What follows belongs to an exercise in optimizing a design on an open flow for small area, a short achievable clock period and few clock cycles per item; a production flow would make more cautious choices. RTL that was checked went through simulation tests only; none was proved equivalent to the original.

==> run Z: inputs <==
// yrc_pix2x2
module yrc_pix2x2 (
    input  wire        clk,
    input  wire        rst,         
    input  wire        in_valid,
    output wire        in_ready,
    input  wire [31:0] in_y,        
    input  wire [7:0]  in_v,
    input  wire [7:0]  in_u,
    output reg         out_valid,
    input  wire        out_ready,
    output reg  [95:0] out_rgb,     
    output reg  [31:0] out_gray     
);
Settings: LEC_CHECK=0, CAP_MARGIN=20, CORE_MARGIN=2, CORE_UTILIZATION=40, SLEW_MARGIN=20; clock period 22.0 ns.
standard.sh (not shown) runs the stock make flow with config.mk's settings and CLKGATE_MAP_FILE= SYNTH_SCRIPT=/design/flow/synth_recipe.tcl, a recipe that flattens the netlist after the stock synthesis.
==> flow/flow/run.sh <==
#!/bin/bash
# Standard layout with three changes:
#  - between synthesis and floorplan, flow/invpush.py removes inverters around
#    full-adder cells in the synthesized netlist (a full adder is self-dual),
#    keeping every register as synthesized;
#  - the port buffers that global placement inserts are buf_2 cells;
#  - timing repair aims at 16.5 ns of setup slack (the clock stays 22 ns), so
#    that it sizes the critical paths for a shorter achieved period.
set -euo pipefail
R=orfs/results/${FLOW_PLATFORM}/yrc_pix2x2/base
bash standard.sh synth > synth.log 2>&1
cp $R/1_2_yosys.v $R/1_2_yosys_std.v
python3 flow/invpush.py $R/1_2_yosys_std.v $R/1_2_yosys.v > invpush.log 2>&1
# rebuild the synthesis database from the edited netlist, then lay it out
rm -f $R/1_synth.odb $R/1_synth.sdc
bash standard.sh finish "BUFFER_PORTS_ARGS=-buffer_cell sky130_fd_sc_hd__buf_2" SETUP_SLACK_MARGIN=16.5 > layout.log 2>&1
Other scripts of this flow, unchanged in this note and not shown: flow/flow/invpush.py
==> run B: changes against run Z <==
--- a/flow/design.v
+++ b/flow/design.v
@@ -221,53 +221,53 @@
     wire t210 = t82 ^ t149;
     wire t211 = t84 ^ t183;
     wire t212 = t86 ^ t161;
     wire t213 = t88 ^ t185;
     wire t214 = t90 ^ t145;
     wire t215 = t92 ^ t187;
     wire t216 = t94 ^ t163;
     wire t217 = t96 ^ t189;
-    wire t218 = t51 ^ cg[0];
+    wire t218 = t51 | cg[0];
     wire t219 = t51 & cg[0];
-    wire t220 = t191 ^ cg[1];
+    wire t220 = t191 | cg[1];
     wire t221 = t191 & cg[1];
-    wire t222 = t192 ^ cg[2];
+    wire t222 = t192 | cg[2];
     wire t223 = t192 & cg[2];
-    wire t224 = t193 ^ cg[3];
+    wire t224 = t193 | cg[3];
     wire t225 = t193 & cg[3];
-    wire t226 = t194 ^ cg[4];
+    wire t226 = t194 | cg[4];
     wire t227 = t194 & cg[4];
-    wire t228 = t195 ^ cg[5];
+    wire t228 = t195 | cg[5];
     wire t229 = t195 & cg[5];
-    wire t230 = t196 ^ cg[6];
+    wire t230 = t196 | cg[6];
     wire t231 = t196 & cg[6];
-    wire t232 = t197 ^ cg[7];
+    wire t232 = t197 | cg[7];
     wire t233 = t197 & cg[7];
-    wire t234 = t198 ^ cg[8];
+    wire t234 = t198 | cg[8];
     wire t235 = t198 & cg[8];
-    wire t236 = t199 ^ cg[9];
+    wire t236 = t199 | cg[9];
     wire t237 = t199 & cg[9];
-    wire t238 = t200 ^ cg[10];
+    wire t238 = t200 | cg[10];
     wire t239 = t200 & cg[10];
-    wire t240 = t201 ^ cg[11];
+    wire t240 = t201 | cg[11];
     wire t241 = t201 & cg[11];
-    wire t242 = t202 ^ cg[12];
+    wire t242 = t202 | cg[12];
     wire t243 = t202 & cg[12];
-    wire t244 = t203 ^ cg[13];
+    wire t244 = t203 | cg[13];
     wire t245 = t203 & cg[13];
-    wire t246 = t204 ^ cg[14];
+    wire t246 = t204 | cg[14];
     wire t247 = t204 & cg[14];
-    wire t248 = t205 ^ cg[15];
+    wire t248 = t205 | cg[15];
     wire t249 = t205 & cg[15];
-    wire t250 = t206 ^ cg[16];
+    wire t250 = t206 | cg[16];
     wire t251 = t206 & cg[16];
-    wire t252 = t207 ^ cg[17];
+    wire t252 = t207 | cg[17];
     wire t253 = t207 & cg[17];
-    wire t254 = t208 ^ cg[18];
+    wire t254 = t208 | cg[18];
     wire t255 = t208 & cg[18];
     wire t256 = t209 ^ cg[19];
     wire t257 = t209 & cg[19];
     wire t258 = t210 ^ cg[20];
     wire t259 = t210 & cg[20];
     wire t260 = t211 ^ cg[21];
     wire t261 = t211 & cg[21];
     wire t262 = t212 ^ cg[22];
@@ -385,33 +385,33 @@
     wire t374 = t260 ^ t362;
     wire t375 = t262 ^ t340;
     wire t376 = t264 ^ t364;
     wire t377 = t266 ^ t324;
     wire t378 = t268 ^ t366;
     wire t379 = t270 ^ t342;
     wire t380 = t272 ^ t368;
     wire t381 = cg[28] ^ t330;
-    wire t382 = t200 ^ cr[0];
+    wire t382 = t200 | cr[0];
     wire t383 = t200 & cr[0];
-    wire t384 = t201 ^ cr[1];
+    wire t384 = t201 | cr[1];
     wire t385 = t201 & cr[1];
-    wire t386 = t202 ^ cr[2];
+    wire t386 = t202 | cr[2];
     wire t387 = t202 & cr[2];
-    wire t388 = t203 ^ cr[3];
+    wire t388 = t203 | cr[3];
     wire t389 = t203 & cr[3];
-    wire t390 = t204 ^ cr[4];
+    wire t390 = t204 | cr[4];
     wire t391 = t204 & cr[4];
-    wire t392 = t205 ^ cr[5];
+    wire t392 = t205 | cr[5];
     wire t393 = t205 & cr[5];
-    wire t394 = t206 ^ cr[6];
+    wire t394 = t206 | cr[6];
     wire t395 = t206 & cr[6];
-    wire t396 = t207 ^ cr[7];
+    wire t396 = t207 | cr[7];
     wire t397 = t207 & cr[7];
-    wire t398 = t208 ^ cr[8];
+    wire t398 = t208 | cr[8];
     wire t399 = t208 & cr[8];
     wire t400 = t209 ^ cr[9];
     wire t401 = t209 & cr[9];
     wire t402 = t210 ^ cr[10];
     wire t403 = t210 & cr[10];
     wire t404 = t211 ^ cr[11];
     wire t405 = t211 & cr[11];
     wire t406 = t212 ^ cr[12];
@@ -497,33 +497,33 @@
     wire t486 = t406 ^ t453;
     wire t487 = t408 ^ t475;
     wire t488 = t410 ^ t461;
     wire t489 = t412 ^ t477;
     wire t490 = t414 ^ t451;
     wire t491 = t416 ^ t479;
     wire t492 = cr[17] ^ t463;
     wire t493 = cr[17] ^ t481;
-    wire t494 = t200 ^ cb[0];
+    wire t494 = t200 | cb[0];
     wire t495 = t200 & cb[0];
-    wire t496 = t201 ^ cb[1];
+    wire t496 = t201 | cb[1];
     wire t497 = t201 & cb[1];
-    wire t498 = t202 ^ cb[2];
+    wire t498 = t202 | cb[2];
     wire t499 = t202 & cb[2];
-    wire t500 = t203 ^ cb[3];
+    wire t500 = t203 | cb[3];
     wire t501 = t203 & cb[3];
-    wire t502 = t204 ^ cb[4];
+    wire t502 = t204 | cb[4];
     wire t503 = t204 & cb[4];
-    wire t504 = t205 ^ cb[5];
+    wire t504 = t205 | cb[5];
     wire t505 = t205 & cb[5];
-    wire t506 = t206 ^ cb[6];
+    wire t506 = t206 | cb[6];
     wire t507 = t206 & cb[6];
-    wire t508 = t207 ^ cb[7];
+    wire t508 = t207 | cb[7];
     wire t509 = t207 & cb[7];
-    wire t510 = t208 ^ cb[8];
+    wire t510 = t208 | cb[8];
     wire t511 = t208 & cb[8];
     wire t512 = t209 ^ cb[9];
     wire t513 = t209 & cb[9];
     wire t514 = t210 ^ cb[10];
     wire t515 = t210 & cb[10];
     wire t516 = t211 ^ cb[11];
     wire t517 = t211 & cb[11];
     wire t518 = t212 ^ cb[12];
@@ -689,21 +689,21 @@
     wire c59 = ~(~c24 ^ v[3] ^ c25);
     wire c60 = ~((~c24 & ~v[3]) | (~c24 & ~c25) | (~v[3] & ~c25));
     wire c61 = ~(~c26 ^ v[4] ^ c27);
     wire c62 = ~((~c26 & ~v[4]) | (~c26 & ~c27) | (~v[4] & ~c27));
     wire c63 = ~(~nv[6] ^ nv[7] ^ v[5]);
     wire c64 = ~((~nv[6] & ~nv[7]) | (~nv[6] & ~v[5]) | (~nv[7] & ~v[5]));
     wire c65 = ~v[6];
     wire c66 = ~v[1];
-    wire c67 = v[0] ^ c28;
+    wire c67 = v[0] | c28;
     wire c68 = v[0] & c28;
-    wire c69 = v[2] ^ c29;
+    wire c69 = v[2] | c29;
     wire c70 = v[2] & c29;
-    wire c71 = c30 ^ c31;
+    wire c71 = c30 | c31;
     wire c72 = c30 & c31;
     wire c73 = c32 ^ c33;
     wire c74 = c32 & c33;
     wire c75 = c34 ^ c35;
     wire c76 = c34 & c35;
     wire c77 = c36 ^ c37;
     wire c78 = c36 & c37;
     wire c79 = c38 ^ c39;
@@ -882,31 +882,31 @@
     wire c252 = ~((~u[6] & ~u[7]) | (~u[6] & ~u[4]) | (~u[7] & ~u[4]));
     wire c253 = ~u[7];
     wire c254 = ~u[1];
     wire c255 = ~u[2];
     wire c256 = ~u[3];
     wire c257 = ~u[4];
     wire c258 = ~u[5];
     wire c259 = ~u[6];
-    wire c260 = nu[0] ^ c222;
+    wire c260 = nu[0] | c222;
     wire c261 = nu[0] & c222;
-    wire c262 = u[2] ^ c223;
+    wire c262 = u[2] | c223;
     wire c263 = u[2] & c223;
-    wire c264 = c224 ^ c225;
+    wire c264 = c224 | c225;
     wire c265 = c224 & c225;
-    wire c266 = c226 ^ c227;
+    wire c266 = c226 | c227;
     wire c267 = c226 & c227;
-    wire c268 = c228 ^ c229;
+    wire c268 = c228 | c229;
     wire c269 = c228 & c229;
-    wire c270 = c230 ^ c231;
+    wire c270 = c230 | c231;
     wire c271 = c230 & c231;
-    wire c272 = c232 ^ c233;
+    wire c272 = c232 | c233;
     wire c273 = c232 & c233;
-    wire c274 = c234 ^ c235;
+    wire c274 = c234 | c235;
     wire c275 = c234 & c235;
     wire c276 = c236 ^ c237;
     wire c277 = c236 & c237;
     wire c278 = c238 ^ c239;
     wire c279 = c238 & c239;
     wire c280 = c240 ^ c241;
     wire c281 = c240 & c241;
     wire c282 = c242 ^ c243;
@@ -1599,43 +1599,43 @@
     wire t225 = ~((~t184 & ~t148) | (~t184 & ~t185) | (~t148 & ~t185));
     wire t226 = ~(~t186 ^ t152 ^ t187);
     wire t227 = ~((~t186 & ~t152) | (~t186 & ~t187) | (~t152 & ~t187));
     wire t228 = ~(~t188 ^ t154 ^ t189);
     wire t229 = ~((~t188 & ~t154) | (~t188 & ~t189) | (~t154 & ~t189));
     wire t230 = ~(~t190 ^ g[7] ^ t191);
     wire t231 = ~((~t190 & ~g[7]) | (~t190 & ~t191) | (~g[7] & ~t191));
     wire t232 = ~r[7];
-    wire t233 = r[0] ^ g[0];
+    wire t233 = r[0] | g[0];
     wire t234 = r[0] & g[0];
-    wire t235 = g[1] ^ t192;
+    wire t235 = g[1] | t192;
     wire t236 = g[1] & t192;
-    wire t237 = t193 ^ t194;
+    wire t237 = t193 | t194;
     wire t238 = t193 & t194;
-    wire t239 = t195 ^ t196;
+    wire t239 = t195 | t196;
     wire t240 = t195 & t196;
-    wire t241 = t197 ^ t198;
+    wire t241 = t197 | t198;
     wire t242 = t197 & t198;
-    wire t243 = t199 ^ t200;
+    wire t243 = t199 | t200;
     wire t244 = t199 & t200;
-    wire t245 = t201 ^ t202;
+    wire t245 = t201 | t202;
     wire t246 = t201 & t202;
-    wire t247 = t203 ^ t204;
+    wire t247 = t203 | t204;
     wire t248 = t203 & t204;
-    wire t249 = t205 ^ t206;
+    wire t249 = t205 | t206;
     wire t250 = t205 & t206;
-    wire t251 = t207 ^ t208;
+    wire t251 = t207 | t208;
     wire t252 = t207 & t208;
-    wire t253 = t209 ^ t210;
+    wire t253 = t209 | t210;
     wire t254 = t209 & t210;
-    wire t255 = t211 ^ t212;
+    wire t255 = t211 | t212;
     wire t256 = t211 & t212;
-    wire t257 = t213 ^ t214;
+    wire t257 = t213 | t214;
     wire t258 = t213 & t214;
-    wire t259 = t215 ^ t216;
+    wire t259 = t215 | t216;
     wire t260 = t215 & t216;
     wire t261 = t217 ^ t218;
     wire t262 = t217 & t218;
     wire t263 = t219 ^ t220;
     wire t264 = t219 & t220;
     wire t265 = t221 ^ t222;
     wire t266 = t221 & t222;
     wire t267 = t223 ^ t224;
@@ -1748,17 +1748,25 @@
     reg         full;               
     reg  [47:0] f0, f1;             
     reg         s1_valid, s2_valid;
     reg  [97:0] s1;                 
     reg  [127:0] s2;                
     assign in_ready = !full;
     wire push = in_valid && !full;
     wire pop  = adv && (cnt != 2'd0);
-    wire [47:0] blk_in = {in_u, in_v, in_y};
+    wire [31:0] yl_in;
+    genvar k;
+    generate
+        for (k = 0; k < 4; k = k + 1) begin : yin
+            assign yl_in[8*k +: 8] = (in_y[8*k+4 +: 4] == 4'd0) ? 8'd0
+                                   : {in_y[8*k+4 +: 4] - 4'd1, in_y[8*k +: 4]};
+        end
+    endgenerate
+    wire [47:0] blk_in = {in_u, in_v, yl_in};
     always @(posedge clk) begin
         if (rst) begin
             cnt       <= 2'd0;
             full      <= 1'b0;
             s1_valid  <= 1'b0;
             s2_valid  <= 1'b0;
             out_valid <= 1'b0;
         end else begin
@@ -1776,24 +1784,16 @@
         if (!full)              f1 <= blk_in;
     end
     wire [7:0]  h_v = f0[39:32];
     wire [7:0]  h_u = f0[47:40];
     wire [17:0] cr;
     wire [28:0] cg;
     wire [18:0] cb;
     yrc_chroma u_chroma (.v(h_v), .u(h_u), .nv(~h_v), .nu(~h_u), .cr(cr), .cg(cg), .cb(cb));
-    wire [31:0] yl;
-    genvar k;
-    generate
-        for (k = 0; k < 4; k = k + 1) begin : yin
-            assign yl[8*k +: 8] = (f0[8*k+4 +: 4] == 4'd0) ? 8'd0
-                                : {f0[8*k+4 +: 4] - 4'd1, f0[8*k +: 4]};
-        end
-    endgenerate
     wire [17:0] s1_cr = s1[49:32];
     wire [28:0] s1_cg = s1[78:50];
     wire [18:0] s1_cb = s1[97:79];
     wire [127:0] sums;
     wire [95:0]  rgb;
     wire [31:0]  gray;
     generate
         for (k = 0; k < 4; k = k + 1) begin : px
@@ -1805,15 +1805,15 @@
                 .rs(s2[32*k +: 11]), .gs(s2[32*k+11 +: 10]), .bs(s2[32*k+21 +: 11]),
                 .r(rgb[24*k +: 8]), .g(rgb[24*k+8 +: 8]), .b(rgb[24*k+16 +: 8]),
                 .gray(gray[8*k +: 8])
             );
         end
     endgenerate
     always @(posedge clk) begin
         if (adv) begin
-            s1       <= {cb, cg, cr, yl};
+            s1       <= {cb, cg, cr, f0[31:0]};
             s2       <= sums;
             out_rgb  <= rgb;
             out_gray <= gray;
         end
     end
 endmodule
==> flow/flow/run.sh (replaced) <==
#!/bin/bash
# Standard layout with three changes:
#  - between synthesis and floorplan, flow/invpush.py removes inverters around
#    full-adder cells in the synthesized netlist (a full adder is self-dual),
#    keeping every register as synthesized;
#  - the port buffers that global placement inserts are buf_2 cells;
#  - timing repair aims at 16 ns of setup slack (the clock stays 22 ns), so
#    that it sizes the critical paths for a shorter achieved period.
set -euo pipefail
R=orfs/results/${FLOW_PLATFORM}/yrc_pix2x2/base
bash standard.sh synth > synth.log 2>&1
cp $R/1_2_yosys.v $R/1_2_yosys_std.v
python3 flow/invpush.py $R/1_2_yosys_std.v $R/1_2_yosys.v > invpush.log 2>&1
# rebuild the synthesis database from the edited netlist, then lay it out
rm -f $R/1_synth.odb $R/1_synth.sdc
bash standard.sh finish "BUFFER_PORTS_ARGS=-buffer_cell sky130_fd_sc_hd__buf_2" SETUP_SLACK_MARGIN=16 > layout.log 2>&1
CORE_UTILIZATION = 55   (was 40)
==> summary of the runs <==
Run Z completed with no timing, DRC or antenna violations. Run B went through all stages and came out clean.
In run Z the first-iteration DRC count is lower than in run B, by about 20%.
Core utilization: run B is higher than run Z (15 points).
Of run Z and run B, run Z has the higher worst setup slack (gap 0.073 ns).
Against run Z, the worst hold slack of run B is worse by 0.051 ns.
Testbench counts of run B, summed over its fixed seeds: cycles 8,016, items 8,000.
No functional check of the RTL was part of run Z.

## afterwards: timing with drivers on the ports
In the flow no input, the clock included, has a driving cell. The finished layouts below were timed again as built, in two steps.
Step 1 assumes that a clkbuf_16 drives the clock port and a buf_2 every other input.
Step 2 moves the port delays by t, midway between the first and last clock arrival at a register: inputs arrive t later, outputs are due t later. That takes back most of the time a late clock gives input paths.
a / b / c = no drivers / after step 1 / after step 2; a / b = the first two.
| run | t (ns) | slack for setup (ns) | worst setup path at the end | clock arrival spread, ns |
|---|---|---|---|---|
| run Z | 0.726 | 16.208 / 16.208 / 15.858 | input to register | 0.081 / 0.081 |
| run B | 0.688 | 16.135 / 16.119 / 15.642 | input to register | 0.029 / 0.029 |
After both steps every run listed still meets setup and hold. For run B, which loses most, drivers alone change the setup slack by -0.016 ns; drivers and shift together by -0.493 ns.
